Background: an optimization exercise with open tools, aiming at small area, a short achievable clock period and few clock cycles. Do not read the settings as production practice.

## serper_unit
module serper_unit (
    input  wire        clk,
    input  wire        rst,
    input  wire        in_valid,
    output wire        in_ready,
    input  wire [15:0] in_w,
    input  wire        in_draining,
    input  wire        in_ce,
    input  wire        in_brk,
    input  wire        in_nine,
    input  wire [15:0] in_bit_time,
    input  wire [18:0] in_frame,
    input  wire [31:0] in_now,
    input  wire [31:0] in_done_at,
    input  wire [18:0] in_frozen_rem,
    input  wire [18:0] in_accum,
    output wire        out_valid,
    output wire        out_noop,
    output wire [19:0] out_baud,
    output wire [18:0] out_tx_period,
    output wire [16:0] out_rx_period,
    output wire        out_resc,
    output wire        out_sched,
    output wire [15:0] out_bit_time,
    output wire [18:0] out_frame,
    output wire [31:0] out_time
);
For scale: ~3000 cells after synthesis, ~150 flip-flops, about 25000 um^2 of cells after synthesis.
==> module serper_unit, before the edit <==
module serper_unit (
    input  wire        clk,
    input  wire        rst,
    input  wire        in_valid,
    output wire        in_ready,
    input  wire [15:0] in_w,
    input  wire        in_draining,
    input  wire        in_ce,
    input  wire        in_brk,
    input  wire        in_nine,
    input  wire [15:0] in_bit_time,
    input  wire [18:0] in_frame,
    input  wire [31:0] in_now,
    input  wire [31:0] in_done_at,
    input  wire [18:0] in_frozen_rem,
    input  wire [18:0] in_accum,
    output wire        out_valid,
    output wire        out_noop,
    output wire [19:0] out_baud,
    output wire [18:0] out_tx_period,
    output wire [16:0] out_rx_period,
    output wire        out_resc,
    output wire        out_sched,
    output wire [15:0] out_bit_time,
    output wire [18:0] out_frame,
    output wire [31:0] out_time
);
    localparam [1:0] S_IDLE = 2'd0, S_MUL = 2'd1, S_DIV = 2'd2;
    reg  [1:0]  st;
    reg  [2:0]  cnt;
    reg  [15:0] period;
    reg         period_set;
    reg         vld_q, noop_q, resc_q, nine_q, ce_q, brk_q, qv_q;
    reg  [31:0] now_q;
    reg  [15:0] dvs;
    reg  [16:0] dvs3;        
    reg  [18:0] aq;
    reg  [35:0] x;
    wire [15:0] m1_in = {1'b0, in_w[14:0]} + 16'd1;
    wire noop = period_set && (in_w == period);
    wire resc = !noop && in_draining && (m1_in != in_bit_time);
    wire [32:0] dd    = {1'b0, in_done_at} - {1'b0, in_now};
    wire [18:0] rem_c = dd[32] ? 19'd0 : dd[18:0];
    wire [18:0] mn_a  = (in_accum < in_frame) ? in_accum : in_frame;
    wire [18:0] opa   = in_ce ? (in_brk ? in_frozen_rem : rem_c) : mn_a;
    assign in_ready = (st == S_IDLE);
    wire acc   = in_valid && in_ready;
    wire a_zero = in_ce ? (in_brk ? (in_frozen_rem == 19'd0)
                                  : (in_done_at < in_now || in_done_at[18:0] == in_now[18:0]))
                        : (in_accum == 19'd0 || in_frame == 19'd0);
    wire start = resc && !a_zero;
    wire [15:0] hinit = in_ce ? in_bit_time - 16'd1 : 16'd0;
    wire [14:0] m  = period[14:0];
    wire [15:0] m1 = {1'b0, m} + 16'd1;
    reg [17:0] rate;
    always @(*) begin
        if      (m > 15'd31112) rate = 18'd110;
        else if (m > 15'd11440) rate = 18'd300;
        else if (m > 15'd5729)  rate = 18'd600;
        else if (m > 15'd2864)  rate = 18'd1200;
        else if (m > 15'd1432)  rate = 18'd2400;
        else if (m > 15'd715)   rate = 18'd4800;
        else if (m > 15'd357)   rate = 18'd9600;
        else if (m > 15'd237)   rate = 18'd14400;
        else if (m > 15'd178)   rate = 18'd19200;
        else if (m > 15'd108)   rate = 18'd31400;
        else if (m > 15'd88)    rate = 18'd38400;
        else if (m > 15'd58)    rate = 18'd57600;
        else if (m > 15'd28)    rate = 18'd115200;
        else if (m > 15'd25)    rate = 18'd128000;
        else if (m > 15'd12)    rate = 18'd256000;
        else                    rate = 18'd110;
    end
    assign out_baud = period[15] ? {1'b0, rate, 1'b0} : {2'b00, rate};
    wire [18:0] m8m2 = {1'b0, m, 3'b000} + {3'b000, m, 1'b0};
    assign out_tx_period = m8m2 + {4'd0, period[15] ? m : 15'd0}
                         + (period[15] ? 19'd11 : 19'd10);
    assign out_frame     = m8m2 + {4'd0, nine_q ? m : 15'd0}
                         + (nine_q ? 19'd11 : 19'd10);
    wire rx_big = period[15] ? (m >= 15'd82) : (m >= 15'd90);
    assign out_rx_period = rx_big ? out_tx_period[18:2] : 17'd227;
    assign out_bit_time  = m1;
    assign out_valid = vld_q;
    assign out_noop  = noop_q;
    assign out_resc  = resc_q;
    assign out_sched = resc_q && ce_q && !brk_q;
    wire [31:0] tadd = (ce_q && !brk_q) ? now_q : 32'd0;
    assign out_time  = tadd + {12'd0, qv_q ? x[19:0] : 20'd0};
    function [2:0] ncyc(input [15:0] n);
        ncyc = (n[15:8] != 8'd0) ? 3'd2 : 3'd1;
    endfunction
    wire [2:0] nc    = ncyc(m1);
    wire [2:0] dlast = (nc * 8 + 4) / 4 - 1;
    wire [43:0] msum  = {8'd0, x}
                      + {9'd0, aq & {19{x[0]}}, 16'd0}
                      + {8'd0, aq & {19{x[1]}}, 17'd0}
                      + {7'd0, aq & {19{x[2]}}, 18'd0}
                      + {6'd0, aq & {19{x[3]}}, 19'd0}
                      + {5'd0, aq & {19{x[4]}}, 20'd0}
                      + {4'd0, aq & {19{x[5]}}, 21'd0}
                      + {3'd0, aq & {19{x[6]}}, 22'd0}
                      + {2'd0, aq & {19{x[7]}}, 23'd0};
    wire [35:0] x_mul = msum[43:8];
    reg  [35:0] x_div;
    reg  [17:0] t, t1, t2, t3;
    reg  [1:0]  qd;
    integer i;
    always @(*) begin
        x_div = x;
        for (i = 0; i < 2; i = i + 1) begin
            t  = x_div[35:18];
            t1 = t - {2'b00, dvs};
            t2 = t - {1'b0, dvs, 1'b0};
            t3 = t - {1'b0, dvs3};
            qd = !t3[17] ? 2'd3 : !t2[17] ? 2'd2 : !t1[17] ? 2'd1 : 2'd0;
            case (qd)
                2'd3:    x_div = {t3[15:0], x_div[17:0], qd};
                2'd2:    x_div = {t2[15:0], x_div[17:0], qd};
                2'd1:    x_div = {t1[15:0], x_div[17:0], qd};
                default: x_div = {t[15:0],  x_div[17:0], qd};
            endcase
        end
    end
    always @(posedge clk) begin
        if (rst) begin
            st         <= S_IDLE;
            period     <= 16'h0000;
            period_set <= 1'b0;
            vld_q      <= 1'b0;
        end else begin
            vld_q <= 1'b0;
            case (st)
                S_IDLE: begin
                    noop_q <= noop;
                    resc_q <= resc;
                    nine_q <= in_nine;
                    ce_q   <= in_ce;
                    brk_q  <= in_brk;
                    now_q  <= in_now;
                    dvs    <= in_bit_time;
                    dvs3   <= {1'b0, in_bit_time} + {in_bit_time, 1'b0};
                    aq     <= opa;
                    qv_q   <= start;
                    x      <= ({36'd0, hinit} << 16) | {4'd0, 16'd0, m1_in};
                    cnt    <= 3'd0;
                    if (acc) begin
                        if (!noop) begin
                            period     <= in_w;
                            period_set <= 1'b1;
                        end
                        if (start)
                            st    <= S_MUL;
                        else
                            vld_q <= 1'b1;
                    end
                end
                S_MUL: begin
                    x   <= x_mul;
                    cnt <= cnt + 3'd1;
                    if (cnt + 3'd1 == nc) begin
                        cnt <= 3'd0;
                        st  <= S_DIV;
                    end
                end
                default: begin
                    x   <= x_div;
                    cnt <= cnt + 3'd1;
                    if (cnt == dlast) begin
                        vld_q <= 1'b1;
                        st    <= S_IDLE;
                    end
                end
            endcase
        end
    end
endmodule
==> flow/config.mk <==
export PLATFORM = sky130hd
export DESIGN_NAME = serper_unit
export DESIGN_NICKNAME = serper_unit
export VERILOG_FILES = /design/flow/design.v
export SDC_FILE = /design/flow/constraint.sdc
export NUM_CORES = 4
export LEC_CHECK = 0
export CAP_MARGIN = 20
export CORE_MARGIN = 2
export CORE_UTILIZATION = 40
export SETUP_SLACK_MARGIN = 5
export SLEW_MARGIN = 20
==> flow/constraint.sdc <==
create_clock -name core_clock -period 12.0 [get_ports {clk}]
set_input_delay 2.4000 -clock core_clock [delete_from_list [all_inputs] [get_ports {clk}]]
set_output_delay 2.4000 -clock core_clock [all_outputs]
set_load 0.01 [all_outputs]
standard.sh (not shown) runs the stock make flow with config.mk's settings and CLKGATE_MAP_FILE= SYNTH_SCRIPT=/design/flow/synth_recipe.tcl, a recipe that flattens the netlist after the stock synthesis.
==> flow/flow/run.sh <==
#!/bin/bash
# The standard layout, with the port buffers made of the smallest buffer cell
# (buffer_ports otherwise picks sky130_fd_sc_hd__clkdlybuf4s50_1).
set -euo pipefail
export BUFFER_PORTS_ARGS="-buffer_cell sky130_fd_sc_hd__buf_1"
bash standard.sh > standard_make.log 2>&1
Then changed:
--- a/flow/design.v
+++ b/flow/design.v
@@ -44,11 +44,11 @@
     wire [18:0] mn_a  = (in_accum < in_frame) ? in_accum : in_frame;
     wire [18:0] opa   = in_ce ? (in_brk ? in_frozen_rem : rem_c) : mn_a;
     assign in_ready = (st == S_IDLE);
     wire acc   = in_valid && in_ready;
     wire a_zero = in_ce ? (in_brk ? (in_frozen_rem == 19'd0)
-                                  : (in_done_at < in_now || in_done_at[18:0] == in_now[18:0]))
+                                  : (dd[32] || in_done_at[18:0] == in_now[18:0]))
                         : (in_accum == 19'd0 || in_frame == 19'd0);
     wire start = resc && !a_zero;
     wire [15:0] hinit = in_ce ? in_bit_time - 16'd1 : 16'd0;
     wire [14:0] m  = period[14:0];
     wire [15:0] m1 = {1'b0, m} + 16'd1;
@@ -88,21 +88,25 @@
     assign out_time  = tadd + {12'd0, qv_q ? x[19:0] : 20'd0};
     function [2:0] ncyc(input [15:0] n);
         ncyc = (n[15:8] != 8'd0) ? 3'd2 : 3'd1;
     endfunction
     wire [2:0] nc    = ncyc(m1);
-    wire [2:0] dlast = (nc * 8 + 4) / 4 - 1;
+    wire [2:0] c4 = (m1[15:12] != 4'd0) ? 3'd4 :
+                    (m1[11:8]  != 4'd0) ? 3'd3 :
+                    (m1[7:4]   != 4'd0) ? 3'd2 : 3'd1;
+    wire [2:0] dlast = c4;
     wire [43:0] msum  = {8'd0, x}
                       + {9'd0, aq & {19{x[0]}}, 16'd0}
                       + {8'd0, aq & {19{x[1]}}, 17'd0}
                       + {7'd0, aq & {19{x[2]}}, 18'd0}
                       + {6'd0, aq & {19{x[3]}}, 19'd0}
                       + {5'd0, aq & {19{x[4]}}, 20'd0}
                       + {4'd0, aq & {19{x[5]}}, 21'd0}
                       + {3'd0, aq & {19{x[6]}}, 22'd0}
                       + {2'd0, aq & {19{x[7]}}, 23'd0};
     wire [35:0] x_mul = msum[43:8];
+    wire [35:0] x_mul4 = msum[39:4];
     reg  [35:0] x_div;
     reg  [17:0] t, t1, t2, t3;
     reg  [1:0]  qd;
     integer i;
     always @(*) begin
@@ -156,10 +160,12 @@
                 end
                 S_MUL: begin
                     x   <= x_mul;
                     cnt <= cnt + 3'd1;
                     if (cnt + 3'd1 == nc) begin
+                        if (c4[0])
+                            x <= x_mul4;
                         cnt <= 3'd0;
                         st  <= S_DIV;
                     end
                 end
                 default: begin
=> The changed run went through all stages and came out clean. Global-route usage drops by 1.9 points. Core utilization stays flat. Final cell count drops by 0.58%. First-iteration DRC count drops by 8.9%. Die area stays flat. Cell area is about the same. Worst setup slack got worse by 0.12 ns.
No functional check of the RTL was part of any run of this note.

afterwards: timing with drivers on the ports:
No port has a modelled driver above. Below, the same layouts with a new extraction and two added sets of constraints.
Step 1 (the two cells are an assumption about what drives the block):
set clk [get_ports {clk}]
set_driving_cell -lib_cell sky130_fd_sc_hd__clkbuf_16 $clk
set_driving_cell -lib_cell sky130_fd_sc_hd__buf_2 [delete_from_list [all_inputs] $clk]
Step 2 times the ports against the registers' clock, not the clock port: input delays grow and output delays shrink by t, the midpoint of the rising clock arrivals with the driver on.
a / b / c = no drivers / after step 1 / after step 2; a / b = the first two.
run	t, ns	setup WS [ns]	clock arrival spread, ns
the first run	0.538	5.234 / 5.174 / 5.280	0.013 / 0.013
the second run	0.515	5.116 / 5.057 / 5.364	0.013 / 0.014
After both steps setup and hold are still met in every run listed.
